Source: an optimization exercise on an open RTL-to-GDS flow (aim: small area, a short achievable clock period and few clock cycles). Production flows keep margins and buffers that such runs may drop.
Where RTL was checked, it was by simulation tests only, not by an equivalence proof against the original.
No functional check of the RTL was part of runs 1, 2 and 4 to 6.
Power figures rest on the tool's default switching activity, not on a simulated workload.

$ cat flow/run.sh
#!/bin/bash
# synth_recipe.tcl (not shown) runs the flow's synth.tcl, then flattens the netlist and writes it again
# the make line also repeats each setting of config.mk as NAME=value (left out here)
make -C /OpenROAD-flow-scripts/flow DESIGN_CONFIG=/design/flow/config.mk WORK_HOME=/design/flow/orfs CLKGATE_MAP_FILE= SYNTH_SCRIPT=/design/flow/synth_recipe.tcl finish
$ cat flow/config.mk
export PLATFORM = sky130hd
export DESIGN_NAME = hexcrc
export DESIGN_NICKNAME = hexcrc
export VERILOG_FILES = /design/flow/design.v
export SDC_FILE = /design/flow/constraint.sdc
export NUM_CORES = 4
export LEC_CHECK = 0
export CAP_MARGIN = 20
export CORE_MARGIN = 2
export CORE_UTILIZATION = 50
export PLACE_DENSITY = 0.65
export SETUP_SLACK_MARGIN = 4.0
export SLEW_MARGIN = 20
$ cat flow/constraint.sdc
create_clock -name core_clock -period 7.0 [get_ports {clk}]
set_input_delay 1.4000 -clock core_clock [delete_from_list [all_inputs] [get_ports {clk}]]
set_output_delay 1.4000 -clock core_clock [all_outputs]
set_load 0.01 [all_outputs]
$ cat flow/design.v
module hexcrc (
    input  wire        clk,
    input  wire        rst,           
    input  wire        start,         
    input  wire [31:0] start_addr,
    input  wire [31:0] end_addr,
    output reg         busy,
    input  wire        in_valid,
    input  wire [7:0]  in_data,
    input  wire        in_end,        
    output wire        in_ready,
    output reg         done,          
    output wire [1:0]  status,        
    output wire [3:0]  err_code,      
    output wire [15:0] crc            
);
    localparam LK = 5;             
    localparam [3:0] E_TOO_SHORT  = 4'd1,
                     E_BAD_START  = 4'd2,
                     E_BAD_DIGIT  = 4'd3,
                     E_LENGTH     = 4'd4,
                     E_CHECKSUM   = 4'd5,
                     E_UNKNOWN    = 4'd6,
                     E_BAD_ELA    = 4'd7,
                     E_AFTER_EOF  = 4'd8;
    localparam [2:0] P_IDLE = 3'd0,
                     P_INIT = 3'd1,      
                     P_RUN  = 3'd2,      
                     P_GAP  = 3'd3,      
                     P_T1   = 3'd4,      
                     P_TAIL = 3'd5;      
    localparam [1:0] L_LEAD    = 2'd0,   
                     L_RECORD  = 2'd1,   
                     L_COMMENT = 2'd2,   
                     L_OTHER   = 2'd3;   
    localparam [2:0] F_CNT  = 3'd0, F_AH = 3'd1, F_AL = 3'd2, F_TYPE = 3'd3,
                     F_DATA = 3'd4, F_CK = 3'd5, F_DONE = 3'd6, F_OVER = 3'd7;
    function [15:0] crc_step;
        input [7:0]  b;
        input [15:0] s;
        integer i;
        reg [15:0] t;
        begin
            t = s ^ {b, 8'h00};
            for (i = 0; i < 8; i = i + 1)
                t = t[15] ? ({t[14:0], 1'b0} ^ 16'h1021) : {t[14:0], 1'b0};
            crc_step = t;
        end
    endfunction
    reg [2:0]  phase;
    reg        rdy;
    reg        dv;              
    reg [31:0] win_start, win_end;
    reg [15:0] acc;             
    reg [31:0] cursor;          
    reg        cursor_set;
    reg [15:0] xaddr;           
    reg [32:0] addr;            
    reg        eof_seen;
    reg        stopped;         
    reg        refused;         
    reg        failed;
    reg [3:0]  fail_code;
    reg        tail_skip;       
    reg        lt_start_q, ge_end_q, lt_cur_q, gt_cur_q;
    reg        d_end, d_ws, d_lf, d_hex, d_colon, d_hash;
    reg [3:0]  d_val;
    reg [1:0]  lkind;
    reg [3:0]  cnt11;           
    reg        ge11;            
    reg        ws_seen;         
    reg        bad_digit;
    reg        par;             
    reg [3:0]  hi_nib;
    reg [7:0]  sum;
    reg [2:0]  field;
    reg [7:0]  nb;              
    reg        n_is2;
    reg        t_data, t_eof, t_ela, t_bad;
    reg        first_db;        
    reg        stop_pend;       
    reg        refuse_pend;     
    assign in_ready = rdy;
    assign status   = {refused, failed};
    assign err_code = fail_code;
    assign crc      = acc;
    wire       consume  = dv && (phase == P_RUN);
    wire       line_end = d_end || d_lf;
    wire [7:0] cur_byte = {hi_nib, d_val};
    wire       drain    = failed || stopped || refused;
    wire       nib      = (lkind == L_RECORD) && !line_end && !d_ws;
    wire       db       = nib && (field == F_DATA) && t_data && !drain;
    wire       gap_go   = consume && db && !par && first_db && cursor_set &&
                          !lt_start_q && !ge_end_q && gt_cur_q;
    wire       emit     = db && par;
    wire [32:0] addr_inc = addr + 33'd1;
    wire [33:0] d_cur1   = {1'b0, addr} + {2'b11, ~cursor};        
    wire [31-LK:0] f_hi = cursor[31:LK];
    wire [LK-1:0]  f_lo = cursor[LK-1:0];
    wire           f_hi_nz = |f_hi;
    wire           f_lo_nz = |f_lo;
    wire           filling = (phase == P_GAP) || (phase == P_TAIL);
    wire           f_end   = !f_hi_nz && !f_lo_nz;
    wire           finish  = (phase == P_TAIL) && (tail_skip || f_end);
    wire [15:0] step1 = crc_step(filling ? 8'hFF : cur_byte, acc);
    wire [15:0] ffk;
    assign ffk[0] = acc[0] ^ acc[1] ^ acc[6] ^ acc[7] ^ acc[10] ^ acc[12] ^ acc[13] ^ acc[14];
    assign ffk[1] = acc[1] ^ acc[2] ^ acc[7] ^ acc[8] ^ acc[11] ^ acc[13] ^ acc[14] ^ acc[15];
    assign ffk[2] = ~(acc[2] ^ acc[3] ^ acc[8] ^ acc[9] ^ acc[12] ^ acc[14] ^ acc[15]);
    assign ffk[3] = acc[0] ^ acc[3] ^ acc[4] ^ acc[9] ^ acc[10] ^ acc[13] ^ acc[15];
    assign ffk[4] = ~(acc[1] ^ acc[4] ^ acc[5] ^ acc[10] ^ acc[11] ^ acc[14]);
    assign ffk[5] = ~(acc[0] ^ acc[1] ^ acc[2] ^ acc[5] ^ acc[7] ^ acc[10] ^ acc[11] ^ acc[13] ^ acc[14] ^ acc[15]);
    assign ffk[6] = acc[1] ^ acc[2] ^ acc[3] ^ acc[6] ^ acc[8] ^ acc[11] ^ acc[12] ^ acc[14] ^ acc[15];
    assign ffk[7] = ~(acc[2] ^ acc[3] ^ acc[4] ^ acc[7] ^ acc[9] ^ acc[12] ^ acc[13] ^ acc[15]);
    assign ffk[8] = acc[3] ^ acc[4] ^ acc[5] ^ acc[8] ^ acc[10] ^ acc[13] ^ acc[14];
    assign ffk[9] = acc[0] ^ acc[4] ^ acc[5] ^ acc[6] ^ acc[9] ^ acc[11] ^ acc[14] ^ acc[15];
    assign ffk[10] = ~(acc[0] ^ acc[1] ^ acc[5] ^ acc[6] ^ acc[7] ^ acc[10] ^ acc[12] ^ acc[15]);
    assign ffk[11] = acc[0] ^ acc[1] ^ acc[2] ^ acc[6] ^ acc[7] ^ acc[8] ^ acc[11] ^ acc[13];
    assign ffk[12] = acc[2] ^ acc[3] ^ acc[6] ^ acc[8] ^ acc[9] ^ acc[10] ^ acc[13];
    assign ffk[13] = acc[3] ^ acc[4] ^ acc[7] ^ acc[9] ^ acc[10] ^ acc[11] ^ acc[14];
    assign ffk[14] = acc[4] ^ acc[5] ^ acc[8] ^ acc[10] ^ acc[11] ^ acc[12] ^ acc[15];
    assign ffk[15] = ~(acc[0] ^ acc[5] ^ acc[6] ^ acc[9] ^ acc[11] ^ acc[12] ^ acc[13]);
    reg        line_err;
    reg [3:0]  line_code;
    always @* begin
        line_err  = 1'b0;
        line_code = 4'd0;
        case (lkind)
            L_OTHER: begin
                line_err  = 1'b1;
                line_code = ge11 ? E_BAD_START : E_TOO_SHORT;
            end
            L_RECORD: begin
                line_err = 1'b1;
                if (!ge11)                     line_code = E_TOO_SHORT;
                else if (bad_digit)            line_code = E_BAD_DIGIT;
                else if (field != F_DONE)      line_code = E_LENGTH;
                else if (sum != 8'h00)         line_code = E_CHECKSUM;
                else if (t_data && eof_seen)   line_code = E_AFTER_EOF;
                else if (t_ela && !n_is2)      line_code = E_BAD_ELA;
                else if (t_bad)                line_code = E_UNKNOWN;
                else                           line_err = 1'b0;
            end
            default: ;
        endcase
    end
    always @(posedge clk) begin
        if (rst) begin
            phase <= P_IDLE;
            busy  <= 1'b0;
            done  <= 1'b0;
            rdy   <= 1'b0;
            dv    <= 1'b0;
        end else begin
            done <= 1'b0;
            if (rdy)
                dv <= in_valid;
            else if (consume)
                dv <= 1'b0;
            if (rdy && in_valid && in_end)
                rdy <= 1'b0;
            case (phase)
                P_IDLE:
                    if (start) begin
                        phase <= P_INIT;
                        busy  <= 1'b1;
                        rdy   <= 1'b1;
                    end
                P_INIT:
                    phase <= P_RUN;
                P_RUN:
                    if (consume && d_end) begin
                        phase <= P_T1;
                    end else if (gap_go) begin
                        phase <= P_GAP;
                        rdy   <= 1'b0;
                    end
                P_GAP:
                    if (f_end) begin
                        phase <= P_RUN;
                        rdy   <= !(dv && d_end);
                    end
                P_T1:
                    phase <= P_TAIL;
                default:     
                    if (finish) begin
                        phase <= P_IDLE;
                        busy  <= 1'b0;
                        done  <= 1'b1;
                    end
            endcase
        end
    end
    always @(posedge clk) begin
        if (rdy) begin
            d_end   <= in_end;
            d_lf    <= (in_data == 8'h0A);
            d_ws    <= (in_data == 8'h20) || (in_data == 8'h09) ||
                       (in_data >= 8'h0A && in_data <= 8'h0D);
            d_hex   <= (in_data >= "0" && in_data <= "9") ||
                       (in_data >= "A" && in_data <= "F") ||
                       (in_data >= "a" && in_data <= "f");
            d_val   <= in_data[6] ? (in_data[3:0] + 4'd9) : in_data[3:0];
            d_colon <= (in_data == ":");
            d_hash  <= (in_data == "#");
        end
        lt_start_q <= addr < {1'b0, win_start};
        ge_end_q   <= !(addr < {1'b0, win_end});
        lt_cur_q   <= d_cur1[33] && !(&d_cur1);
        gt_cur_q   <= !d_cur1[33];
    end
    always @(posedge clk) begin
        case (phase)
            P_IDLE: begin
                win_start <= start_addr;
                win_end   <= end_addr;
                cursor    <= start_addr;
            end
            P_INIT: begin
                acc         <= 16'hFFFF;
                cursor_set  <= 1'b0;
                xaddr       <= 16'd0;
                eof_seen    <= 1'b0;
                stopped     <= 1'b0;
                refused     <= 1'b0;
                failed      <= 1'b0;
                fail_code   <= 4'd0;
                lkind       <= L_LEAD;
                cnt11       <= 4'd0;
                ge11        <= 1'b0;
                ws_seen     <= 1'b0;
                bad_digit   <= 1'b0;
                par         <= 1'b0;
                sum         <= 8'h00;
                field       <= F_CNT;
                stop_pend   <= 1'b0;
                refuse_pend <= 1'b0;
            end
            P_RUN: if (consume) begin
                if (line_end) begin
                    if (!drain) begin
                        if (line_err) begin
                            failed    <= 1'b1;
                            fail_code <= line_code;
                        end else if (lkind == L_RECORD) begin
                            if (t_eof) eof_seen <= 1'b1;
                            if (t_data) begin
                                stopped <= stop_pend;
                                refused <= refuse_pend;
                            end
                        end
                    end
                    lkind       <= L_LEAD;
                    cnt11       <= 4'd0;
                    ge11        <= 1'b0;
                    ws_seen     <= 1'b0;
                    bad_digit   <= 1'b0;
                    par         <= 1'b0;
                    sum         <= 8'h00;
                    field       <= F_CNT;
                    stop_pend   <= 1'b0;
                    refuse_pend <= 1'b0;
                    if (d_end)
                        addr <= {1'b0, win_end};     
                end else if (d_ws) begin
                    if (lkind != L_LEAD) begin
                        ws_seen <= 1'b1;
                        if (cnt11 != 4'd15) cnt11 <= cnt11 + 4'd1;
                    end
                end else begin
                    if (lkind == L_LEAD) begin
                        lkind <= d_colon ? L_RECORD : d_hash ? L_COMMENT : L_OTHER;
                        cnt11 <= 4'd1;
                    end else begin
                        if (cnt11 != 4'd15) cnt11 <= cnt11 + 4'd1;
                        if (cnt11 >= 4'd10) ge11 <= 1'b1;
                    end
                    if (nib) begin
                        if (ws_seen || !d_hex) bad_digit <= 1'b1;
                        par <= !par;
                        if (field == F_DONE || field == F_OVER) begin
                            field <= F_OVER;
                        end else if (!par) begin
                            hi_nib <= d_val;
                        end else begin
                            sum <= sum + cur_byte;
                            case (field)
                                F_CNT: begin
                                    nb    <= cur_byte;
                                    n_is2 <= (cur_byte == 8'd2);
                                    field <= F_AH;
                                end
                                F_AH: begin
                                    addr[15:8] <= cur_byte;
                                    field      <= F_AL;
                                end
                                F_AL: begin
                                    addr  <= {1'b0, xaddr, addr[15:8], cur_byte};
                                    field <= F_TYPE;
                                end
                                F_TYPE: begin
                                    t_data   <= (cur_byte == 8'h00);
                                    t_eof    <= (cur_byte == 8'h01);
                                    t_ela    <= (cur_byte == 8'h04);
                                    t_bad    <= (cur_byte > 8'h05);
                                    first_db <= 1'b1;
                                    field    <= (nb == 8'd0) ? F_CK : F_DATA;
                                end
                                F_DATA: begin
                                    nb       <= nb - 8'd1;
                                    first_db <= 1'b0;
                                    if (nb == 8'd1) field <= F_CK;
                                    if (t_ela && !drain) begin
                                        if (nb[0]) xaddr[7:0]  <= cur_byte;
                                        else       xaddr[15:8] <= cur_byte;
                                    end
                                end
                                default: field <= F_DONE;    
                            endcase
                        end
                    end
                    if (gap_go) begin
                        cursor <= d_cur1[31:0];
                    end
                    if (emit) begin
                        if (lt_start_q) begin
                            addr <= addr_inc;
                        end else if (ge_end_q) begin
                            stop_pend <= 1'b1;
                        end else if (cursor_set && lt_cur_q) begin
                            refuse_pend <= 1'b1;
                        end else begin
                            acc        <= step1;
                            cursor     <= addr_inc[31:0];
                            cursor_set <= 1'b1;
                            addr       <= addr_inc;
                        end
                    end
                end
            end
            P_T1: begin
                tail_skip <= failed || refused || d_cur1[33];
                cursor    <= d_cur1[31:0];
            end
            default: begin       
                if (!(phase == P_TAIL && tail_skip)) begin
                    if (f_hi_nz) begin
                        acc           <= ffk;
                        cursor[31:LK] <= f_hi - 1'b1;
                    end else begin
                        acc <= step1;
                        if (f_lo_nz) cursor[LK-1:0] <= f_lo - 1'b1;
                    end
                end
            end
        endcase
    end
endmodule
==> results of run 1 <==
-- synthesized netlist by cell type, types with 12 or more instances --
| master | n |
|---|---|
| inv_1 | 131 |
| or3_1 | 12 |
| o21ai_0 | 118 |
| nor2b_1 | 18 |
| xor2_1 | 47 |
| edfxtp_1 | 222 |
| nand3_1 | 66 |
| nor2_1 | 171 |
| nor4_1 | 12 |
| o22ai_1 | 17 |
| and3_1 | 31 |
| a21oi_1 | 138 |
| nor3_1 | 41 |
| xnor2_1 | 139 |
| o211ai_1 | 33 |
| a211oi_1 | 28 |
| a31oi_1 | 15 |
| nand4_1 | 21 |
| buf_2 | 20 |
| o221ai_1 | 16 |
| nand2b_1 | 12 |
| mux2i_1 | 16 |
| nand2_1 | 185 |
| ha_1 | 113 |
| clkbuf_1 | 79 |
| a21o_1 | 38 |
-- worst max-delay path, stage by stage, from the launching register on --
cell and delay, ps:
edfxtp_1 550, ha_4 310, a211oi_4 230, o211ai_1 280, a2111oi_4 400, buf_4 180, a211oi_4 40, xnor2_2 180
or3_1 370, or4_4 570, nor4_4 300, a21oi_1 100
-- layout by cell type (no fill, tap or decap), types with 9 or more instances in the layout --
master           Yosys  layout
a211oi_1            28      23
a21o_1              38      38
a21oi_1            138     121
a21oi_2              2      17
a31oi_1             15      15
and3_1              31      28
buf_4                4     120
buf_6                0       9
clkbuf_16            0      28
clkdlybuf4s50_1      0      99
dfxtp_1             11      10
edfxtp_1           222     222
ha_1               113      90
ha_2                 0      14
ha_4                 0       9
inv_1              131     126
mux2i_1             16      14
nand2_1            185     180
nand2b_1            12      12
nand3_1             66      64
nand4_1             21      21
nor2_1             171     164
nor2b_1             18      17
nor3_1              41      33
nor4_1              12       9
o211ai_1            33      33
o21a_1              11      10
o21ai_0            118     107
o21ai_1              8      13
o221ai_1            16      15
o22ai_1             17      15
o31ai_1             11       9
or3_1               12      11
xnor2_1            139     131
xor2_1              47      43
-- power groups by stage --
stage          registers [mW]  clock network [mW]  logic [mW]
2_1_floorplan            2.27                   0        2.80
3_3_place_gp             2.40                   0        3.60
4_1_cts                  2.31                1.56        4.08
3_5_place_dp             2.40                   0        3.66
5_1_grt                  2.34                1.61        5.04
6_report                 2.31                1.54        4.67
-- layer usage --
metal | vias up | track usage (%) | wire length (microns)
met5 | - | 0 | 13
met4 | 2 | 9.571 | 1787
met3 | 133 | 5.912 | 6626
met2 | 901 | 47.81 | 25900
met1 | 7695 | 45.66 | 24690
li1 | 7376 | - | -
-- through the flow --
stage	cells	hold WS [ps]	instance area (sq um)
after floorplan	1939	452.3	17510
after global placement	2408	508.8	18810
after CTS	2525	524.9	20690
final	2577	527.2	21630
after global routing	2576	541.4	21630
after detailed placement	2408	512.3	18810
-- path summary, 6_finish.rpt --
path                  from  slack [ps]  cells after the start       end
hold reg to reg       busy         530                      2      busy
hold / removal        busy         530                      2      busy
setup / recovery  addr[10]        3370                     11  lt_cur_q
setup reg to reg  addr[10]        3370                     11  lt_cur_q
-- flip-flops by register name, summed over array words and instances (netlist names), 4 cells and up --
| signal | cells |
|---|---|
| d_val | 4 |
| addr | 33 |
| win_start | 32 |
| cnt11 | 4 |
| sum | 8 |
| xaddr | 16 |
| nb | 8 |
| acc | 16 |
| fail_code | 4 |
| hi_nib | 4 |
| win_end | 32 |
| cursor | 32 |
-- cell type report --
| class | instances | area, sq um |
|---|---|---|
| well taps | 455 | 569.3 |
| multi-input cells | 1468 | 10560 |
| flip-flops and latches | 233 | 6888 |
| inverters | 133 | 511.7 |
| clock buffers | 29 | 683.2 |
| repair buffers | 237 | 2140 |
| clock inverters | 20 | 270.3 |
| diodes | 1 | 2.502 |
| fillers | 2889 | 12820 |
| repair inverters | 1 | 8.758 |
-- what timing repair did --
action	in CTS	in global routing
hold endpoints to repair	0	0
resized for setup	96	114
cloned	1	2
pin swaps	18	54
setup buffers	67	49
endpoints found under the setup margin	273	201
-- kinds of logic (layout without fill, tap and decap cells) --
kind of cell,Yosys count,count (layout),share of synthesized area (%)
other,0,1,0
XOR/XNOR,186,186,9.316
adder cells (fa/ha/maj),115,115,8.314
AND/OR/NAND/NOR,635,636,17.61
AO/OA/AOI/OAI,513,513,18.98
buffers and inverters,239,420,5.359
multiplexers,18,18,1.045
flip-flops,233,233,39.38
==> results.toml, run 1 <==
[status]
status = "finished clean"

[sta]
period_minus_slack_ps = 3632
period_share_pct = 51.89
slew_headroom_pct = 26.78
setup_viol = 0
timing.final.hold_violations = 0
setup_ws_ps = 3368
slew_viol_final = 0
rsz0062_at_grt = "yes"
tightest_slew_ps = 1098
tns_ps = 0
max_freq_mhz = 275.3
clock_skew_ps = 9.024

[worst_setup_path]
worstSetupPathType = "register to register"
startpoint_type = "register"
crit_path_end_kind = "register"
required_ps = 7450
worstPathArrival_ps = 4080
cp_max_fo = 4

[layout]
area_growth_pct = 23.72
utilization_pct = 62.79
drive_above_1_share_pct = 16.17
fin_nets = 2293

[floorplan]
core-area_sq_mm = 0.03446
initial_utilization_pct = 50.75
io_pins = 102
dieArea_sq_mm = 0.03648
die_w_microns = 191.0
row_count = 68
die_h_microns = 191.0

[synth]
syn_area_sq_mm = 0.01749
synth_edf_count = 222
synth_ff_type = "edfxtp_1"
syn-instance-count = 1939
synthArstFlopShare_pct = 0
synth_top_cell_by_area = "edfxtp_1"
syn-num-nets = 2131
ys_seq_elements = 233
yosysWarnings = 1
synth_top_area_share_pct = 38.12
yosysSeqAreaShare_pct = 39.38
ys_types = 90
synth_area_per_cell_sq_um = 9.018
synth_area_leaders = "edfxtp_1 (38%), ha_1 (8.1%), xnor2_1 (7.0%)"

[pwr]
worst_ir_drop_vdd_mv = 0.2262
p_leak_nw = 8.440
combPwrFrac_pct = 54.8
swShare_pct = 41.69
pwr_density_cell_mw_per_mm2 = 394.2
pwr-share-seq_pct = 27.1
p_int_mw = 4.973
power.switching_mw = 3.556
power.total_mw = 8.529
power_frac_clock_pct = 18.1

[clock_tree]
clock-sinks = 233
htree_levels = 1
insertion_delay_ps = 570
cts-buffers-inserted = 27
root_buffer = "clkbuf_16"
holdBufCountCts = 0
path_clk_slew_ps = 60
cts_tree = "done"
cts_buffer_depth = 3

[detailed_routing]
drt_wl_total_mm = 59.02
vias = 16107
drc = 0
wl_per_cell_microns = 22.90
firstDrtPassIters = 6
drtIter0Drc = 1836
antenna_left = 0
vias_per_cell = 6.250

[place]
gp_congestion = 0.9271
preCtsSetupSlack_ps = 2686
portBuffers = 101
hpwl_mm = 39.91

[run]
max-cap-violations = 0

[grt]
grt_max_degree = 62
grt-ovfl-total = 0
grt_antenna_before_repair = 2
grtUsageTotal_pct = 31.56
grt_pass1_wl_mm = 88.20
grt_pass1_vias = 14812

[min_path]
hold_class = "register to register"
==> run 2: changes to the inputs <==
--- a/flow/design.v
+++ b/flow/design.v
@@ -194,3 +194,3 @@
     always @(posedge clk) begin
-        if (rdy) begin
+        if (!dv || phase == P_RUN) begin
             d_end   <= in_end;
==> flow/flow/run.sh (new file) <==
#!/bin/bash
# Standard layout (the standard.sh: standard synthesis, floorplan, place,
# CTS, route, finish), except that the port buffers are buf_1 cells instead of
# the delay cells buffer_ports picks by default.  Every port still gets its
# own buffer.  make's full output goes to standard.log in the work folder;
# ORFS keeps each step's log under orfs/logs/.
set -euo pipefail
export BUFFER_PORTS_ARGS="-buffer_cell sky130_fd_sc_hd__buf_1"
bash standard.sh > standard.log 2>&1
==> flow/standard.sh (new file) <==
#!/bin/bash
# synth_recipe.tcl (not shown) runs the flow's synth.tcl, then flattens the netlist and writes it again
# the make line also repeats each setting of config.mk as NAME=value (left out here)
make -C /OpenROAD-flow-scripts/flow DESIGN_CONFIG=/design/flow/config.mk WORK_HOME=/design/flow/orfs CLKGATE_MAP_FILE= SYNTH_SCRIPT=/design/flow/synth_recipe.tcl "${@:-finish}"
--- a/flow/config.mk
+++ b/flow/config.mk
@@ -11,3 +11,3 @@
 export PLACE_DENSITY = 0.65
-export SETUP_SLACK_MARGIN = 4.0
+export SETUP_SLACK_MARGIN = 3.5
 export SLEW_MARGIN = 20
removed: flow/run.sh
==> results.toml, run 2 <==
[worst_setup_path]
cp_num_cells = 9
cp_max_fo = 15
crit_path_end_kind = "register"
cp_num_buf_inv = 0
timing.rr.end = "cursor[4]"
cpPeakStageDelay_ps = 890
required_ps = 7400
startpoint_type = "register"
path_delay_family = "simple AND/OR/NAND/NOR gates"
reg2reg_slack_ps = 3500
cpMaxStageDelayCell = "or4_2"
worstSetupPathType = "register to register"
worstPathArrival_ps = 3900
reg2regPathDepth = 9
cp_cell_sequence = "or2_4, nor2_2, nand2_1, or4_4, or4_2, o211ai_2, o21ai_1, a22o_1, a32oi_1"
r2r-start = "d_lf"

[synth]
synth_top_cell_by_area = "edfxtp_1"
yosysSeqAreaShare_pct = 40.43
synth_area_leaders = "edfxtp_1 (39%), ha_1 (8.3%), xnor2_1 (7.0%)"
synth_area_per_cell_sq_um = 9.242
ys_seq_elements = 233
synth_ff_type = "edfxtp_1"
syn-instance-count = 1843
yosysWarnings = 1
synth_most_common_cell = "edfxtp_1"
ys_types = 88
synth_top_area_share_pct = 39.14
syn_area_sq_mm = 0.01703
ys_top_cells_by_count = "edfxtp_1 (222), nand2_1 (169), nor2_1 (154)"
synth_edf_count = 222
syn-num-nets = 2035
synthArstFlopShare_pct = 0

[layout]
regMostFlops = "addr"
final_area_sq_mm = 0.01928
drive_above_1_share_pct = 9.676
fin_nets = 2145
final_common_cell = "edfxtp_1"
area_growth_pct = 13.18
layout_common_cells = "edfxtp_1 (222), nand2_1 (168), nor2_1 (150)"
largest_register_ffs = 33

[detailed_routing]
antenna_left = 0
vias_per_cell = 6.175
highest_layer = "met4"
drtIter0Drc = 1676
vias = 14968
firstDrtPassIters = 6
wl_per_cell_microns = 22.29
drt_wl_total_mm = 54.03
wl_met3_mm = 5.658
met1_length_mm = 22.82
drc = 0
route.met2.wl_mm = 23.41

[sta]
tightest_slew_ps = 1026
slew_headroom_pct = 31.37
slew_viol_final = 0
clock_skew_ps = 16.65
rsz0062_at_grt = "yes"
tns_ps = 0
timing.final.hold_violations = 0
max_freq_mhz = 285.9
timing.hold.ws_ps = 550.9
period_minus_slack_ps = 3498
period_share_pct = 49.97
setup_viol = 0

[clock_tree]
path_clk_slew_ps = 60
holdBufCountCts = 0
cts_tree = "done"
clock-sinks = 233
cts_buffer_depth = 3
htree_levels = 1
insertion_delay_ps = 580
root_buffer = "clkbuf_16"
cts-buffers-inserted = 28

[place]
hpwl_mm = 38.36
portBuffers = 101
gp_congestion = 0.9380
placed_cell_area_sq_mm = 0.01776

[grt]
grt_antenna_before_repair = 2
grt_pass1_wl_mm = 81.10
grt-ovfl-total = 0
grt_pass1_vias = 13881
grtUsageTotal_pct = 29.32
grt_max_degree = 71

[min_path]
hold_class = "register to register"
hold_start = "d_hash"
hold_end = "lkind[0]"
whs_path_depth = 1

[status]
status = "finished clean"

[floorplan]
io_pins = 102
initial_utilization_pct = 50.79
die_w_microns = 188.6
dieArea_sq_mm = 0.03556
core-area_sq_mm = 0.03353
row_count = 67
die_h_microns = 188.6

[pwr]
worst_ir_drop_vdd_mv = 0.2336
p_leak_nw = 7.457
pwr_density_cell_mw_per_mm2 = 252.5

[run]
max-cap-violations = 0
-- run 2: cell types whose count changed in the layout (fill, tap and decap cells not counted), moves of 12 or more --
cell / before / now
a21oi_2: 17 / 3
buf_1: 0 / 101
buf_4: 120 / 68
clkdlybuf4s50_1: 99 / 0
ha_1: 90 / 110
nand2_1: 180 / 168
nand3_1: 64 / 43
nand4_1: 21 / 33
nor2_1: 164 / 150
-- run 2: cell families after synthesis --
kind of cell | share of synthesized area, %
AND/OR/NAND/NOR | 16.44
AO/OA/AOI/OAI | 18.37
flip-flops | 40.43
buffers and inverters | 5.142
XOR/XNOR | 9.359
adder cells (fa/ha/maj) | 8.536
multiplexers | 1.719
-- run 2: stage by stage --
step | util, % | total power [mW] | cells | worst slack (ps)
2_1_floorplan | - | 2.934 | 1843 | 3691
3_3_place_gp | 52.96 | 3.310 | 2316 | 2916
3_5_place_dp | 52.98 | 3.332 | 2316 | 2843
4_1_cts | 56.10 | 4.788 | 2376 | 3431
5_1_grt | 57.48 | 5.098 | 2423 | 3397
6_report | 57.49 | 4.867 | 2424 | 3502
-- run 2: cell type report --
cell class / instances / area (sq um)
tap: 448 / 560.5
fill: 3059 / 14250
sequential: 233 / 6889
clock buffer: 38 / 779.5
antenna: 2 / 5.005
multi-input combinational: 1389 / 9518
timing repair buffer: 171 / 915.9
inverter: 130 / 488.0
clock inverter: 13 / 121.4
-- run 2: metal layers --
| layer | vias up | global-route usage [%] |
|---|---|---|
| met5 | - | 0 |
| met4 | 0 | 9.345 |
| met3 | 131 | 5.774 |
| met2 | 817 | 44.29 |
| met1 | 7052 | 42.33 |
| li1 | 6968 | - |
-- run 2: worst max path at each step --
stage / slack (ps) / to / startpoint
after floorplan: 3690 / acc[0] / d_end
after global placement: 2920 / cursor[30] / d_end
after detailed placement: 2840 / cursor[30] / d_end
after CTS: 3430 / cursor[30] / phase[1]
after global routing: 3400 / cursor[30] / field[1]
final: 3500 / cursor[4] / d_lf
-- run 2: power breakdown --
group | switching, mW | total, mW | leakage (nW) | internal [mW]
Clock | 0.612 | 1.43 | 0.440 | 0.820
Sequential | 0.144 | 1.88 | 2.25 | 1.74
Combinational | 0.949 | 1.55 | 4.77 | 0.604
Total | 1.70 | 4.87 | 7.46 | 3.16
-- run 2: timing repair --
| action | in CTS | in global routing |
|---|---|---|
| buffers inserted | 9 | 42 |
| endpoints found under the setup margin | 89 | 121 |
| gates cloned | 0 | 4 |
| gates resized for setup | 19 | 32 |
| pin swaps | 3 | 17 |
==> run 3: changes to the inputs <==
--- a/flow/design.v
+++ b/flow/design.v
@@ -25,8 +25,2 @@
                      E_AFTER_EOF  = 4'd8;
-    localparam [2:0] P_IDLE = 3'd0,
-                     P_INIT = 3'd1,      
-                     P_RUN  = 3'd2,      
-                     P_GAP  = 3'd3,      
-                     P_T1   = 3'd4,      
-                     P_TAIL = 3'd5;      
     localparam [1:0] L_LEAD    = 2'd0,   
@@ -49,3 +43,8 @@
     endfunction
-    reg [2:0]  phase;
+    reg        p_idle;
+    reg        p_init;          
+    reg        p_run;           
+    reg        p_gap;           
+    reg        p_t1;            
+    reg        p_tail;          
     reg        rdy;
@@ -86,3 +85,3 @@
     assign crc      = acc;
-    wire       consume  = dv && (phase == P_RUN);
+    wire       consume  = dv && p_run;
     wire       line_end = d_end || d_lf;
@@ -101,5 +100,5 @@
     wire           f_lo_nz = |f_lo;
-    wire           filling = (phase == P_GAP) || (phase == P_TAIL);
+    wire           filling = p_gap || p_tail;
     wire           f_end   = !f_hi_nz && !f_lo_nz;
-    wire           finish  = (phase == P_TAIL) && (tail_skip || f_end);
+    wire           finish  = p_tail && (tail_skip || f_end);
     wire [15:0] step1 = crc_step(filling ? 8'hFF : cur_byte, acc);
@@ -148,3 +147,8 @@
         if (rst) begin
-            phase <= P_IDLE;
+            p_idle <= 1'b1;
+            p_init <= 1'b0;
+            p_run  <= 1'b0;
+            p_gap  <= 1'b0;
+            p_t1   <= 1'b0;
+            p_tail <= 1'b0;
             busy  <= 1'b0;
@@ -161,32 +165,35 @@
                 rdy <= 1'b0;
-            case (phase)
-                P_IDLE:
-                    if (start) begin
-                        phase <= P_INIT;
-                        busy  <= 1'b1;
-                        rdy   <= 1'b1;
-                    end
-                P_INIT:
-                    phase <= P_RUN;
-                P_RUN:
-                    if (consume && d_end) begin
-                        phase <= P_T1;
-                    end else if (gap_go) begin
-                        phase <= P_GAP;
-                        rdy   <= 1'b0;
-                    end
-                P_GAP:
-                    if (f_end) begin
-                        phase <= P_RUN;
-                        rdy   <= !(dv && d_end);
-                    end
-                P_T1:
-                    phase <= P_TAIL;
-                default:     
-                    if (finish) begin
-                        phase <= P_IDLE;
-                        busy  <= 1'b0;
-                        done  <= 1'b1;
-                    end
-            endcase
+            if (p_idle && start) begin
+                p_idle <= 1'b0;
+                p_init <= 1'b1;
+                busy   <= 1'b1;
+                rdy    <= 1'b1;
+            end
+            if (p_init) begin
+                p_init <= 1'b0;
+                p_run  <= 1'b1;
+            end
+            if (consume && d_end) begin
+                p_run <= 1'b0;
+                p_t1  <= 1'b1;
+            end else if (gap_go) begin
+                p_run <= 1'b0;
+                p_gap <= 1'b1;
+                rdy   <= 1'b0;
+            end
+            if (p_gap && f_end) begin
+                p_gap <= 1'b0;
+                p_run <= 1'b1;
+                rdy   <= !(dv && d_end);
+            end
+            if (p_t1) begin
+                p_t1   <= 1'b0;
+                p_tail <= 1'b1;
+            end
+            if (finish) begin
+                p_tail <= 1'b0;
+                p_idle <= 1'b1;
+                busy   <= 1'b0;
+                done   <= 1'b1;
+            end
         end
@@ -194,3 +201,3 @@
     always @(posedge clk) begin
-        if (!dv || phase == P_RUN) begin
+        if (!dv || p_run) begin
             d_end   <= in_end;
@@ -212,9 +219,8 @@
     always @(posedge clk) begin
-        case (phase)
-            P_IDLE: begin
-                win_start <= start_addr;
-                win_end   <= end_addr;
-                cursor    <= start_addr;
-            end
-            P_INIT: begin
+        if (p_idle) begin
+            win_start <= start_addr;
+            win_end   <= end_addr;
+            cursor    <= start_addr;
+        end
+        if (p_init) begin
                 acc         <= 16'hFFFF;
@@ -237,4 +243,4 @@
                 refuse_pend <= 1'b0;
-            end
-            P_RUN: if (consume) begin
+        end
+        if (consume) begin
                 if (line_end) begin
@@ -340,8 +346,8 @@
             end
-            P_T1: begin
+        if (p_t1) begin
                 tail_skip <= failed || refused || d_cur1[33];
                 cursor    <= d_cur1[31:0];
-            end
-            default: begin       
-                if (!(phase == P_TAIL && tail_skip)) begin
+        end
+        if (p_gap || (p_tail && !tail_skip)) begin
+                begin
                     if (f_hi_nz) begin
@@ -354,4 +360,3 @@
                 end
-            end
-        endcase
+        end
     end
==> results.toml, run 3 <==
[pwr]
pwr_density_cell_mw_per_mm2 = 206.9
worst_ir_drop_vdd_mv = 0.1961
p_leak_nw = 7.233

[detailed_routing]
drt_wl_total_mm = 50.51
drc = 0
firstDrtPassIters = 5
wl_per_cell_microns = 21.05
drtIter0Drc = 1297
vias_per_cell = 6.129
antenna_left = 0
vias = 14710

[synth]
syn-num-nets = 2087
synth_top_area_share_pct = 22.78
yosysWarnings = 1
syn-instance-count = 1896
ys_top_cells_by_count = "nand2_1 (188), o21ai_0 (137), a21oi_1 (127)"
ys_types = 96
syn_area_sq_mm = 0.01661
muxShareOfSynthArea_pct = 2.064
synth_area_leaders = "edfxtp_1 (23%), dfxtp_1 (13%), ha_1 (8.4%)"
synthArstFlopShare_pct = 0
synth-simple-area-share_pct = 17.92
ys_seq_elements = 236
yosysSeqAreaShare_pct = 36.03
synth_area_per_cell_sq_um = 8.762
synth_top_cell_by_area = "edfxtp_1"
synth_top_family_by_area = "compound AO/OA/AOI/OAI gates"
synth_compound_area_share_pct = 20.28
synth_edf_count = 126
synthAdderAreaFrac_pct = 8.677
synth_most_common_cell = "nand2_1"
synth_ff_type = "edfxtp_1"
synthXorXnorAreaFrac_pct = 9.490

[sta]
slew_viol_final = 0
slew_headroom_pct = 36.70
timing.final.hold_violations = 0
timing.hold.ws_ps = 460.6
tightest_slew_ps = 946.2
rsz0062_at_grt = "yes"
period_share_pct = 48.36
period_minus_slack_ps = 3385
max_freq_mhz = 295.4
clock_skew_ps = 20.54
tns_ps = 0
setup_viol = 0

[min_path]
hold_class = "register to register"
hold_start = "t_eof"

[grt]
grt-ovfl-total = 0
grt_max_degree = 72
grt_pass1_vias = 13857
grtUsageTotal_pct = 29.08
grt_antenna_before_repair = 1
grt_pass1_wl_mm = 78.60

[worst_setup_path]
timing.rr.end = "lt_cur_q"
worstSetupPathType = "register to register"
cpPeakStageDelay_ps = 440
cp_max_fo = 4
r2r-start = "addr[0]"
crit_path_end_kind = "register"
startpoint_type = "register"
path_delay_family = "simple AND/OR/NAND/NOR gates"
required_ps = 7440
endpoint = "lt_cur_q"
reg2regPathDepth = 12
worstPathArrival_ps = 3820
cp_num_cells = 12
reg2reg_slack_ps = 3610
cp_cell_sequence = "ha_1, fa_1, a21o_1, a221oi_4, nand3_1, and3_1, a21oi_1, xor2_1, nor4b_2, nand4b_1, nor4_2, nor2_1"
cp_num_buf_inv = 0
startpoint = "addr[0]"
cpMaxStageDelayCell = "edfxtp_1"

[floorplan]
dieArea_sq_mm = 0.03470
core-area_sq_mm = 0.03262
initial_utilization_pct = 50.93
io_pins = 102
die_h_microns = 186.3
die_w_microns = 186.3
row_count = 66

[place]
gp_congestion = 0.9259
hpwl_mm = 36.85
portBuffers = 101

[layout]
area_growth_pct = 9.867
layout_common_cells = "nand2_1 (188), o21ai_0 (137), a21oi_1 (127)"
num_antenna_cells = 0
drive_above_1_share_pct = 6.129
fin_nets = 2127
regMostFlops = "addr"
final_common_cell = "nand2_1"
largest_register_ffs = 33

[clock_tree]
cts_tree = "done"
root_buffer = "clkbuf_16"
path_clk_slew_ps = 60
holdBufCountCts = 0
cts_buffer_depth = 3
insertion_delay_ps = 560
cts-buffers-inserted = 28
clock-sinks = 236
htree_levels = 1

[run]
max-cap-violations = 0

[status]
status = "finished clean"
run 3: changes by cell type in the layout (fill, tap and decap cells not counted), moves of 21 or more:
cell and change:
nor2_1 -36, edfxtp_1 -96, o21ai_0 +35, buf_4 -50, nand3_1 +21, dfxtp_1 +100
run 3: worst min-delay path by stage:
stage,slack (ps),endpoint,depth (start not counted)
2_1_floorplan,430,eof_seen,1
3_3_place_gp,440,eof_seen,1
3_5_place_dp,460,eof_seen,1
4_1_cts,470,eof_seen,1
5_1_grt,490,xaddr[2],2
6_report,460,eof_seen,1
run 3: cell families (layout without fill, tap and decap cells):
| logic type | Yosys count | count (layout) |
|---|---|---|
| AOI/OAI and AO/OA | 527 | 527 |
| muxes | 34 | 34 |
| adders and majority gates | 114 | 114 |
| xor gates and xnor gates | 180 | 180 |
| buffers and inverters | 226 | 288 |
| and+or+nand+nor | 579 | 579 |
| DFF | 236 | 236 |
run 3: layout make-up:
cell class	instances	area, sq um
flip-flops and latches	236	5989
repair buffers	119	514.2
well taps	442	553.0
clock buffers	36	803.3
inverters	117	439.2
fillers	2960	14370
multi-input cells	1434	9769
clock inverters	16	182.7
run 3: per-stage QoR:
stage	power [mW]	std cells	worst slack [ps]	utilization (%)	cell area (sq um)
floorplan	2.062	1896	3773	-	16610
global placement	2.224	2347	3422	52.77	17210
detailed placement	2.231	2347	3367	52.77	17210
CTS	3.783	2400	3533	55.84	18210
global route	3.926	2400	3389	55.95	18250
finish	3.777	2400	3615	55.95	18250
run 3: power breakdown:
group | internal [mW] | total (mW) | switching [mW]
combinational | 0.248 | 0.612 | 0.364
clock | 0.925 | 1.56 | 0.631
sequential | 1.53 | 1.61 | 0.0775
run 3: per-layer routing:
metal | up-vias | part of all wire [%] | GRT usage, %
met3 | 78 | 8.6 | 5.822
li1 | 6981 | - | -
met5 | - | 0 | 0
met4 | 0 | 2.4 | 8.315
met2 | 567 | 44 | 44.52
met1 | 7084 | 45 | 41.60
run 3: worst register-to-register path: stages, from the launching register on:
cell and delay [ps]:
edfxtp_1 440, ha_1 240, fa_1 400, a21o_1 230, a221oi_4 300, nand3_1 200
and3_1 250, a21oi_1 220, xor2_1 140, nor4b_2 320, nand4b_1 170, nor4_2 300
nor2_1 60
run 3: what timing repair did:
item                                   CTS  global route
gates resized for setup                  2             8
buffers inserted                         1             0
endpoints found under the hold margin    0             0
setup endpoints to repair                2            16
Testbench counts of run 3, summed over its fixed seeds: cycles 136,969.
==> run 4: changes to the inputs <==
--- a/flow/design.v
+++ b/flow/design.v
@@ -64,3 +64,3 @@
     reg        lt_start_q, ge_end_q, lt_cur_q, gt_cur_q;
-    reg        d_end, d_ws, d_lf, d_hex, d_colon, d_hash;
+    reg        d_end, d_le, d_ws, d_nc, d_hex, d_colon, d_hash;    
     reg [3:0]  d_val;
@@ -86,6 +86,6 @@
     wire       consume  = dv && p_run;
-    wire       line_end = d_end || d_lf;
+    wire       line_end = d_le;
     wire [7:0] cur_byte = {hi_nib, d_val};
     wire       drain    = failed || stopped || refused;
-    wire       nib      = (lkind == L_RECORD) && !line_end && !d_ws;
+    wire       nib      = (lkind == L_RECORD) && d_nc;
     wire       db       = nib && (field == F_DATA) && t_data && !drain;
@@ -203,5 +203,7 @@
             d_end   <= in_end;
-            d_lf    <= (in_data == 8'h0A);
+            d_le    <= in_end || (in_data == 8'h0A);
             d_ws    <= (in_data == 8'h20) || (in_data == 8'h09) ||
                        (in_data >= 8'h0A && in_data <= 8'h0D);
+            d_nc    <= !in_end && !((in_data == 8'h20) || (in_data == 8'h09) ||
+                                    (in_data >= 8'h0A && in_data <= 8'h0D));
             d_hex   <= (in_data >= "0" && in_data <= "9") ||
@@ -215,3 +217,3 @@
         ge_end_q   <= !(addr < {1'b0, win_end});
-        lt_cur_q   <= d_cur1[33] && !(&d_cur1);
+        lt_cur_q   <= d_cur1[33] && (addr != {1'b0, cursor});
         gt_cur_q   <= !d_cur1[33];
==> results.toml, run 4 <==
[status]
status = "finished clean"

[worst_setup_path]
reg2regPathDepth = 9
worstSetupPathType = "register to register"
startpoint_type = "register"
crit_path_end_kind = "register"
cp_max_fo = 32
r2r-start = "cursor[18]"
startpoint = "cursor[18]"
worstPathArrival_ps = 3870
timing.rr.end = "cursor[31]"
endpoint = "cursor[31]"
reg2reg_slack_ps = 3630
required_ps = 7510

[synth]
yosysWarnings = 1
syn-instance-count = 1958
synth_most_common_cell = "nand2_1"
syn_area_sq_mm = 0.01666
synth_edf_count = 127
syn-num-nets = 2149
synth_ff_type = "edfxtp_1"
synth-simple-area-share_pct = 17.53
ys_seq_elements = 237
synth_top_area_share_pct = 22.89
yosysSeqAreaShare_pct = 36.10
synth_top_family_by_area = "compound AO/OA/AOI/OAI gates"
synth_compound_area_share_pct = 20.78
synthXorXnorAreaFrac_pct = 9.619
ys_types = 82
synth_area_leaders = "edfxtp_1 (23%), dfxtp_1 (13%), ha_1 (8.4%)"
synth_top_cell_by_area = "edfxtp_1"
synthAdderAreaFrac_pct = 8.651
synthArstFlopShare_pct = 0
muxShareOfSynthArea_pct = 2.080
synth_area_per_cell_sq_um = 8.510
ys_top_cells_by_count = "nand2_1 (227), o21ai_0 (157), a21oi_1 (139)"

[min_path]
hold_class = "register to register"

[layout]
drive_above_1_share_pct = 5.556
regMostFlops = "addr"
utilization_pct = 56.39
area_growth_pct = 10.66
layout_common_cells = "nand2_1 (227), o21ai_0 (157), a21oi_1 (137)"
instances_no_fill = 2476
num_antenna_cells = 0
final_area_sq_mm = 0.01844
fin_nets = 2202
final_common_cell = "nand2_1"
largest_register_ffs = 33

[sta]
setup_viol = 0
setup_ws_ps = 3632
rsz0062_at_grt = "no"
timing.hold.ws_ps = 461.3
period_minus_slack_ps = 3368
tightest_slew_ps = 1045
slew_headroom_pct = 30.11
timing.final.hold_violations = 0
clock_skew_ps = 13.96
slew_viol_final = 0
period_share_pct = 48.11
tns_ps = 0
max_freq_mhz = 296.9

[detailed_routing]
firstDrtPassIters = 6
drc = 0
vias = 15123
antenna_left = 0
wl_per_cell_microns = 21.54
vias_per_cell = 6.108
drtIter0Drc = 1454
drt_wl_total_mm = 53.33

[floorplan]
core-area_sq_mm = 0.03270
row_count = 66
die_h_microns = 186.6
io_pins = 102
die_w_microns = 186.6
dieArea_sq_mm = 0.03480
initial_utilization_pct = 50.95

[clock_tree]
clock-sinks = 237
root_buffer = "clkbuf_16"
cts-buffers-inserted = 29
postCtsSetupRepairBufs = 0
cts_tree = "done"
holdBufCountCts = 0
cts_buffer_depth = 3
path_clk_slew_ps = 70
insertion_delay_ps = 580
htree_levels = 1

[place]
dp_cells = 2422
placed_cell_area_sq_mm = 0.01739
portBuffers = 101
preCtsSetupSlack_ps = 3584
hpwl_mm = 39.44
gp_congestion = 0.9582

[grt]
grt_max_degree = 60
grt_antenna_before_repair = 0
grt_pass1_wl_mm = 82.45
grtUsageTotal_pct = 30.03
grt_pass1_vias = 14450
grt-ovfl-total = 0

[pwr]
pwr_density_cell_mw_per_mm2 = 217.5
power.total_mw = 4.011
p_leak_nw = 7.386
worst_ir_drop_vdd_mv = 0.1752

[run]
max-cap-violations = 0
run 4: cell types whose count changed after synthesis, sizes merged, moves of 13 or more:
cell,delta
nand2,+36
nor2,+19
clkbuf,+13
nand3,-15
buf,-19
run 4: cells by family after synthesis:
kind of cell / after synthesis
adders and majority gates: 114
DFF: 237
muxes: 34
AOI/OAI and AO/OA: 548
and+or+nand+nor: 614
buffers and inverters: 228
xor gates and xnor gates: 183
run 4: area by class of cell:
cell class / count / area, sq um
clock buffer: 36 / 817.0
clock inverter: 18 / 200.2
fill: 3064 / 14260
inverter: 125 / 473.0
multi-input combinational: 1493 / 9817
sequential: 237 / 6020
tap: 442 / 553.0
timing repair buffer: 125 / 559.3
run 4: critical path, stage by stage (launching register included):
cell and delay [ps]:
dfxtp_1 380, or4_1 630, nor4b_2 480, nand4b_4 380
nand2_1 160, buf_4 350, nand2_1 300, a221oi_1 380
a21oi_1 70, o21ai_0 150
run 4: power breakdown:
group	switching, mW	leakage [nW]	internal [mW]	total [mW]
sequential	0.0920	2.14	1.55	1.64
combinational	0.442	4.73	0.320	0.762
clock	0.637	0.511	0.973	1.61
total	1.17	7.39	2.84	4.01
run 4: worst min-delay path by stage:
stage               cells past startpoint       end  slack (ps)      from
floorplan                               1  eof_seen         430     t_eof
global placement                        1   stopped         450   stopped
global route                            2  xaddr[9]         490  xaddr[9]
finish                                  1  eof_seen         460     t_eof
detailed placement                      1   stopped         450   stopped
CTS                                     1  eof_seen         470     t_eof
run 4: metal layers:
| metal | global-route usage, % | vias up | share of wire [%] |
|---|---|---|---|
| met5 | 0 | - | 0 |
| met4 | 15.26 | 0 | 5.4 |
| met3 | 4.326 | 144 | 6.7 |
| met2 | 48.85 | 658 | 46 |
| met1 | 39.09 | 7119 | 42 |
| li1 | - | 7202 | - |
run 4: timing repair:
| item | 4_1_cts | 5_1_grt |
|---|---|---|
| resized for setup | 0 | 9 |
| hold endpoints to repair | 0 | 0 |
| setup endpoints to repair | 0 | 62 |
==> run 5: changes to the inputs <==
--- a/flow/design.v
+++ b/flow/design.v
@@ -47,2 +47,3 @@
     reg        p_gap;           
+    reg        p_t0;            
     reg        p_t1;            
@@ -79,2 +80,7 @@
     reg        first_db;        
+    reg        blw;             
+    reg        gapped;          
+    reg        c_lo_q;          
+    reg        big_q;           
+    reg        lonz_q;          
     reg        stop_pend;       
@@ -95,7 +101,9 @@
     wire [32:0] addr_inc = addr + 33'd1;
-    wire [33:0] d_cur1   = {1'b0, addr} + {2'b11, ~cursor};        
+    wire [17:0] d_lo     = {1'b0, addr[16:0]} + {1'b0, ~cursor[16:0]};
+    wire [16:0] d_hi     = {1'b0, addr[32:17]} + {2'b11, ~cursor[31:17]} + {16'd0, c_lo_q};
+    wire [33:0] d_cur1   = {d_hi, d_lo[16:0]};
     wire [31-LK:0] f_hi = cursor[31:LK];
     wire [LK-1:0]  f_lo = cursor[LK-1:0];
-    wire           f_hi_nz = |f_hi;
-    wire           f_lo_nz = |f_lo;
+    wire           f_hi_nz = big_q;
+    wire           f_lo_nz = lonz_q;
     wire           filling = p_gap || p_tail;
@@ -151,2 +159,3 @@
             p_gap  <= 1'b0;
+            p_t0   <= 1'b0;
             p_t1   <= 1'b0;
@@ -177,3 +186,3 @@
                 p_run <= 1'b0;
-                p_t1  <= 1'b1;
+                p_t0  <= 1'b1;
             end else if (gap_go) begin
@@ -188,2 +197,6 @@
             end
+            if (p_t0) begin
+                p_t0   <= 1'b0;
+                p_t1   <= 1'b1;
+            end
             if (p_t1) begin
@@ -218,2 +231,3 @@
         lt_cur_q   <= d_cur1[33] && (addr != {1'b0, cursor});
+        c_lo_q     <= d_lo[17];
         gt_cur_q   <= !d_cur1[33];
@@ -314,2 +328,3 @@
                                     first_db <= 1'b1;
+                                    blw      <= 1'b0;
                                     field    <= (nb == 8'd0) ? F_CK : F_DATA;
@@ -331,4 +346,9 @@
                         cursor <= d_cur1[31:0];
+                        big_q  <= |d_cur1[31:LK];
+                        lonz_q <= |d_cur1[LK-1:0];
+                        gapped <= 1'b1;
                     end
                     if (emit) begin
+                        gapped <= 1'b0;
+                        blw    <= lt_start_q;
                         if (lt_start_q) begin
@@ -337,3 +357,3 @@
                             stop_pend <= 1'b1;
-                        end else if (cursor_set && lt_cur_q) begin
+                        end else if (cursor_set && !gapped && (first_db ? lt_cur_q : blw)) begin
                             refuse_pend <= 1'b1;
@@ -351,2 +371,4 @@
                 cursor    <= d_cur1[31:0];
+                big_q     <= |d_cur1[31:LK];
+                lonz_q    <= |d_cur1[LK-1:0];
         end
@@ -357,5 +379,9 @@
                         cursor[31:LK] <= f_hi - 1'b1;
+                        big_q         <= |f_hi[31-LK:1];
                     end else begin
                         acc <= step1;
-                        if (f_lo_nz) cursor[LK-1:0] <= f_lo - 1'b1;
+                        if (f_lo_nz) begin
+                            cursor[LK-1:0] <= f_lo - 1'b1;
+                            lonz_q         <= |f_lo[LK-1:1];
+                        end
                     end
--- a/flow/config.mk
+++ b/flow/config.mk
@@ -11,3 +11,3 @@
 export PLACE_DENSITY = 0.65
-export SETUP_SLACK_MARGIN = 3.5
+export SETUP_SLACK_MARGIN = 3.9
 export SLEW_MARGIN = 20
==> results.toml, run 5 <==
[synth]
syn_area_sq_mm = 0.01661
synth_most_common_cell = "nand2_1"
synth_top_area_share_pct = 23.32
synth_area_per_cell_sq_um = 8.637
syn-instance-count = 1923
yosysSeqAreaShare_pct = 37.06
syn-num-nets = 2116
synthXorXnorAreaFrac_pct = 9.650
ys_seq_elements = 243
synth-simple-area-share_pct = 17.67
synth_top_family_by_area = "compound AO/OA/AOI/OAI gates"
yosysWarnings = 1
muxShareOfSynthArea_pct = 1.462
synth_top_cell_by_area = "edfxtp_1"
synth_compound_area_share_pct = 19.78
ys_top_cells_by_count = "nand2_1 (218), o21ai_0 (158), a21oi_1 (136)"
synth_area_leaders = "edfxtp_1 (23%), dfxtp_1 (14%), ha_1 (8.4%)"
synth_edf_count = 129
synthArstFlopShare_pct = 0
synthAdderAreaFrac_pct = 8.920
ys_types = 81
synth_ff_type = "edfxtp_1"

[floorplan]
die_w_microns = 186.3
die_h_microns = 186.3
dieArea_sq_mm = 0.03469
row_count = 66
core-area_sq_mm = 0.03262
io_pins = 102
initial_utilization_pct = 50.92

[clock_tree]
insertion_delay_ps = 560
cts-buffers-inserted = 28
root_buffer = "clkbuf_16"
clock-sinks = 243
holdBufCountCts = 0
htree_levels = 1
path_clk_slew_ps = 70
cts_tree = "done"
cts_buffer_depth = 3

[detailed_routing]
drtIter0Drc = 1647
drc = 0
vias = 14987
vias_per_cell = 6.075
drt_wl_total_mm = 52.43
firstDrtPassIters = 6
wl_per_cell_microns = 21.25
antenna_left = 0

[sta]
tns_ps = 0
tightest_slew_ps = 972.4
clock_skew_ps = 14.21
slew_viol_final = 0
rsz0062_at_grt = "yes"
max_freq_mhz = 311.4
slew_headroom_pct = 35.17
period_share_pct = 45.88
setup_viol = 0
period_minus_slack_ps = 3212
timing.final.hold_violations = 0

[worst_setup_path]
worstSetupPathType = "register to register"
reg2reg_slack_ps = 3790
crit_path_end_kind = "register"
r2r-start = "addr[17]"
cp_max_fo = 3
startpoint_type = "register"
required_ps = 7430
timing.rr.end = "big_q"
reg2regPathDepth = 12
worstPathArrival_ps = 3640

[layout]
n_fill_cell = 2922
layout_common_cells = "nand2_1 (217), o21ai_0 (155), a21oi_1 (131)"
fin_nets = 2196
drive_above_1_share_pct = 9.086
regMostFlops = "addr"
final_common_cell = "nand2_1"
largest_register_ffs = 33
area_growth_pct = 13.44
instances_no_fill = 2467
num_antenna_cells = 0

[status]
status = "finished clean"

[place]
dp_cells = 2381
gp_congestion = 0.9661
portBuffers = 101
hpwl_mm = 37.39

[pwr]
power.total_mw = 3.768
p_int_mw = 2.717
p_leak_nw = 7.318
combPwrFrac_pct = 15.3
swShare_pct = 27.90
worst_ir_drop_vdd_mv = 0.1973
power.switching_mw = 1.051
power_frac_clock_pct = 40.9
pwr_density_cell_mw_per_mm2 = 200.0
pwr-share-seq_pct = 43.8

[grt]
grt_antenna_before_repair = 0
grt_pass1_vias = 13509
grt_max_degree = 79
grtUsageTotal_pct = 29.53
grt-ovfl-total = 0
grt_pass1_wl_mm = 78.50

[run]
max-cap-violations = 0

[min_path]
hold_class = "register to register"
hold_end = "p_t0"
whs_path_depth = 1
hold_start = "p_t0"
run 5: cell count changes after synthesis, moves of 8 or more:
cell / delta
a211oi_1: +10
a21o_1: -12
a31oi_1: -8
nand2_1: -9
nand4_1: +12
nor2_1: -26
nor2b_1: +10
nor3_1: -12
o221ai_1: +17
o22ai_1: -14
run 5: per-stage QoR:
stage	hold WS [ps]	utilization (%)	cell area (sq um)	setup slack, ps
after CTS	443.9	56.61	18460	3680
final	441.4	57.76	18840	3788
after detailed placement	433.1	53.06	17310	3426
after global routing	468.3	57.76	18840	3686
after floorplan	392.4	-	16620	3956
after global placement	401.5	53.04	17300	3156
run 5: worst max path at each step:
stage                        start          to  slack (ps)
after floorplan            addr[0]       big_q        3960
after global placement    field[2]  cursor[19]        3160
after detailed placement  addr[17]       big_q        3430
after CTS                  addr[0]       big_q        3680
after global routing       addr[0]       big_q        3690
final                     addr[17]       big_q        3790
run 5: final cells by class:
class                           count  area (sq um)  share of cell area, %
Clock inverter                     18         198.9                  1.056
Multi-Input combinational cell   1447          9892                  52.50
Timing Repair Buffer              153         782.0                  4.151
Inverter                          130         488.0                  2.590
Clock buffer                       34         754.5                  4.005
Sequential cell                   243          6172                  32.76
Tap cell                          442         553.0                  2.935
run 5: cell families after synthesis:
| group | after synthesis |
|---|---|
| and+or+nand+nor | 601 |
| AOI/OAI and AO/OA | 522 |
| DFF | 243 |
| buffers and inverters | 234 |
| xor gates and xnor gates | 183 |
| adders and majority gates | 116 |
| muxes | 24 |
run 5: metal layers:
metal  wire length, microns  up-vias  global-route usage [%]
met5                      0        -                       0
met1                  23980     7065                   44.56
met3                   5170       92                   5.335
met2                  21840      708                   42.90
met4                   1443        0                   8.567
li1                       -     7122                       -
run 5: worst max-delay path: stages, from the launching register on:
cell and delay, ps:
edfxtp_1 480, fa_2 390, inv_1 70, fa_1 220, nor2b_2 60, o31a_1 290, o21a_1 230, or3_1 390
a211oi_2 270, nand4_1 200, nor4_4 190, a41o_1 210, o31ai_1 60
run 5: power by group through the flow:
stage	Clock (mW)	Sequential (mW)	Combinational, mW
3_5_place_dp	0	1.68	0.530
4_1_cts	1.56	1.65	0.547
6_report	1.54	1.65	0.575
5_1_grt	1.61	1.66	0.635
3_3_place_gp	0	1.68	0.525
2_1_floorplan	0	1.64	0.397
run 5: what timing repair did:
item,in CTS,in global routing
gates cloned,0,1
resized for setup,26,49
setup endpoints to repair,81,63
buffers inserted,11,22
pin swaps,8,6
==> run 6: changes to the inputs <==
--- a/flow/config.mk
+++ b/flow/config.mk
@@ -11,3 +11,3 @@
 export PLACE_DENSITY = 0.65
-export SETUP_SLACK_MARGIN = 3.9
+export SETUP_SLACK_MARGIN = 3.5
 export SLEW_MARGIN = 20
==> results.toml, run 6 <==
[status]
status = "finished clean"

[layout]
num_antenna_cells = 0
largest_register_ffs = 33
drive_above_1_share_pct = 5.268
final_common_cell = "nand2_1"
final_area_sq_mm = 0.01835
layout_common_cells = "nand2_1 (218), o21ai_0 (157), a21oi_1 (134)"
utilization_pct = 56.24
fin_nets = 2163
area_growth_pct = 10.46
regMostFlops = "addr"

[place]
placed_cell_area_sq_mm = 0.01730
gp_congestion = 0.9511
hpwl_mm = 37.37
preCtsSetupSlack_ps = 3399
portBuffers = 101

[synth]
ys_types = 81
synth_top_area_share_pct = 23.32
synth_ff_type = "edfxtp_1"
synth_area_leaders = "edfxtp_1 (23%), dfxtp_1 (14%), ha_1 (8.4%)"
ys_top_cells_by_count = "nand2_1 (218), o21ai_0 (158), a21oi_1 (136)"
synth_top_family_by_area = "compound AO/OA/AOI/OAI gates"
yosysWarnings = 1
syn-instance-count = 1923
ys_seq_elements = 243
synth_compound_area_share_pct = 19.78
synth_top_cell_by_area = "edfxtp_1"
syn-num-nets = 2116
synthAdderAreaFrac_pct = 8.920
synthXorXnorAreaFrac_pct = 9.650
muxShareOfSynthArea_pct = 1.462
synth-simple-area-share_pct = 17.67
synth_edf_count = 129
synth_area_per_cell_sq_um = 8.637
syn_area_sq_mm = 0.01661
yosysSeqAreaShare_pct = 37.06
synthArstFlopShare_pct = 0
synth_most_common_cell = "nand2_1"

[floorplan]
initial_utilization_pct = 50.92
die_w_microns = 186.3
dieArea_sq_mm = 0.03469
die_h_microns = 186.3
core-area_sq_mm = 0.03262
row_count = 66
io_pins = 102

[min_path]
whs_path_depth = 1
hold_end = "p_t0"
hold_start = "p_t0"
hold_class = "register to register"

[worst_setup_path]
critical_path.most_common_cell = "o211ai_1"
timing.rr.end = "big_q"
cp_max_fo = 10
cp_num_buf_inv = 0
startpoint_type = "register"
path_delay_family = "compound AO/OA/AOI/OAI gates"
r2r-start = "addr[3]"
required_ps = 7430
reg2regPathDepth = 10
cpMaxStageDelayCell = "a2111oi_0"
worstSetupPathType = "register to register"
cpPeakStageDelay_ps = 570
crit_path_end_kind = "register"
cp_cell_sequence = "ha_1, a21oi_1, o211ai_1, a2111oi_0, nor3_1, xnor2_1, o211ai_1, nor4_1, a41o_1, o31ai_1"
reg2reg_slack_ps = 3510
worstPathArrival_ps = 3930

[clock_tree]
path_clk_slew_ps = 60
root_buffer = "clkbuf_16"
clock-sinks = 243
cts_tree = "done"
holdBufCountCts = 0
htree_levels = 1
insertion_delay_ps = 570
cts-buffers-inserted = 29
cts_buffer_depth = 3

[sta]
slew_headroom_pct = 35.27
tns_ps = 0
timing.final.hold_violations = 0
tightest_slew_ps = 969.9
period_share_pct = 49.91
setup_viol = 0
clock_skew_ps = 13.34
period_minus_slack_ps = 3494
slew_viol_final = 0
setup_ws_ps = 3506
max_freq_mhz = 286.2
timing.hold.ws_ps = 420.4
rsz0062_at_grt = "yes"

[detailed_routing]
drtIter0Drc = 1365
wl_per_cell_microns = 21.02
vias_per_cell = 6.105
vias = 14865
firstDrtPassIters = 7
drt_wl_total_mm = 51.19
drc = 0
antenna_left = 0

[grt]
grt_pass1_vias = 13614
grt_antenna_before_repair = 0
grt_max_degree = 80
grt-ovfl-total = 0
grt_pass1_wl_mm = 78.47
grtUsageTotal_pct = 29.22

[pwr]
worst_ir_drop_vdd_mv = 0.2020
p_leak_nw = 7.112
pwr_density_cell_mw_per_mm2 = 205.4

[run]
max-cap-violations = 0
[run 6: cell types whose count changed in the layout (fill, tap and decap cells not counted), sizes merged]
| cell | previous run | this run |
|---|---|---|
| clkbuf | 34 | 41 |
| inv | 130 | 133 |
| buf | 153 | 120 |
| clkinvlp | 5 | 0 |
| clkinv | 9 | 6 |
| a21o | 26 | 25 |
[run 6: worst max-delay path by stage]
stage / start / end / slack, ps / depth (start not counted)
global placement: field[2] / cursor[19] / 3380 / 11
detailed placement: dv / xaddr[14] / 3400 / 7
CTS: addr[9] / big_q / 3530 / 10
finish: addr[3] / big_q / 3510 / 10
floorplan: p_idle / cursor[18] / 3790 / 7
global route: cursor[17] / big_q / 3320 / 13
[run 6: timing repair]
item / CTS / global route
pin swaps: 0 / 1
setup buffers: 1 / 1
hold endpoints to repair: 0 / 0
endpoints found under the setup margin: 17 / 55
resized for setup: 3 / 10
[run 6: kinds of logic (layout without fill, tap and decap cells)]
| group | count (synthesis) | count (layout) |
|---|---|---|
| fa+ha+maj | 116 | 116 |
| simple gates | 601 | 601 |
| flops | 243 | 243 |
| mux | 24 | 24 |
| xor+xnor | 183 | 183 |
| buf+inv | 234 | 304 |
| compound gates | 522 | 522 |
[run 6: stage by stage]
step,power (mW),std cells
after floorplan,2.040,1923
after global placement,2.200,2378
after detailed placement,2.209,2379
after CTS,3.782,2434
after global routing,3.908,2435
final,3.767,2435
[run 6: worst register-to-register path: cells and delay by family, from the launching register on]
kind	cells	cell delay [ps]
AOI/OAI and AO/OA	6	1640
and+or+nand+nor	2	500
DFF	1	560
xor gates and xnor gates	1	260
adders and majority gates	1	410
[run 6: final cells by class]
class,instances,area [sq um]
Fill cell,3005,14270
Multi-Input combinational cell,1446,9634
Sequential cell,243,6160
Clock buffer,41,800.8
Tap cell,442,553.0
Timing Repair Buffer,120,538.0
Inverter,130,488.0
Clock inverter,13,171.4
[run 6: report_power, final]
| part | internal, mW | switching, mW |
|---|---|---|
| sequential | 1.57 | 0.0784 |
| clock | 0.942 | 0.629 |
| combinational | 0.218 | 0.328 |
| total | 2.73 | 1.04 |
[run 6: per-layer routing]
metal,vias up,wire length [microns],track usage [%]
met5,-,0,0
met1,7027,23100,42.43
met3,114,4515,4.653
met4,0,1843,9.543
li1,7040,-,-
met2,684,21740,44.39

## afterwards: timing with drivers on the ports
The flow's constraints put no driver on any port. The routed layouts listed below were extracted and timed again, unchanged, in two steps.
Step 1 sets driving cells, clkbuf_16 on the clock port and buf_2 on the other inputs (assumed; they add their load-dependent delay and slew).
Step 2 also shifts input and output timing later by t, the mid clock arrival at the registers, as if the neighbouring blocks saw the same clock.
Slacks: no drivers / after step 1 / after step 2; pairs: no drivers / after step 1.
run | t, ns | slack for setup (ns) | worst data-port slew with drivers (ns)
run 1 | 0.620 | 3.368 / 3.368 / 3.368 | 0.05
run 2 | 0.623 | 3.502 / 3.502 / 3.502 | 0.04
run 3 | 0.601 | 3.615 / 3.615 / 3.615 | 0.07
run 4 | 0.620 | 3.632 / 3.632 / 3.632 | 0.04
run 5 | 0.611 | 3.788 / 3.788 / 3.788 | 0.05
run 6 | 0.612 | 3.506 / 3.506 / 3.506 | 0.04
After both steps setup and hold are still met in every run listed.
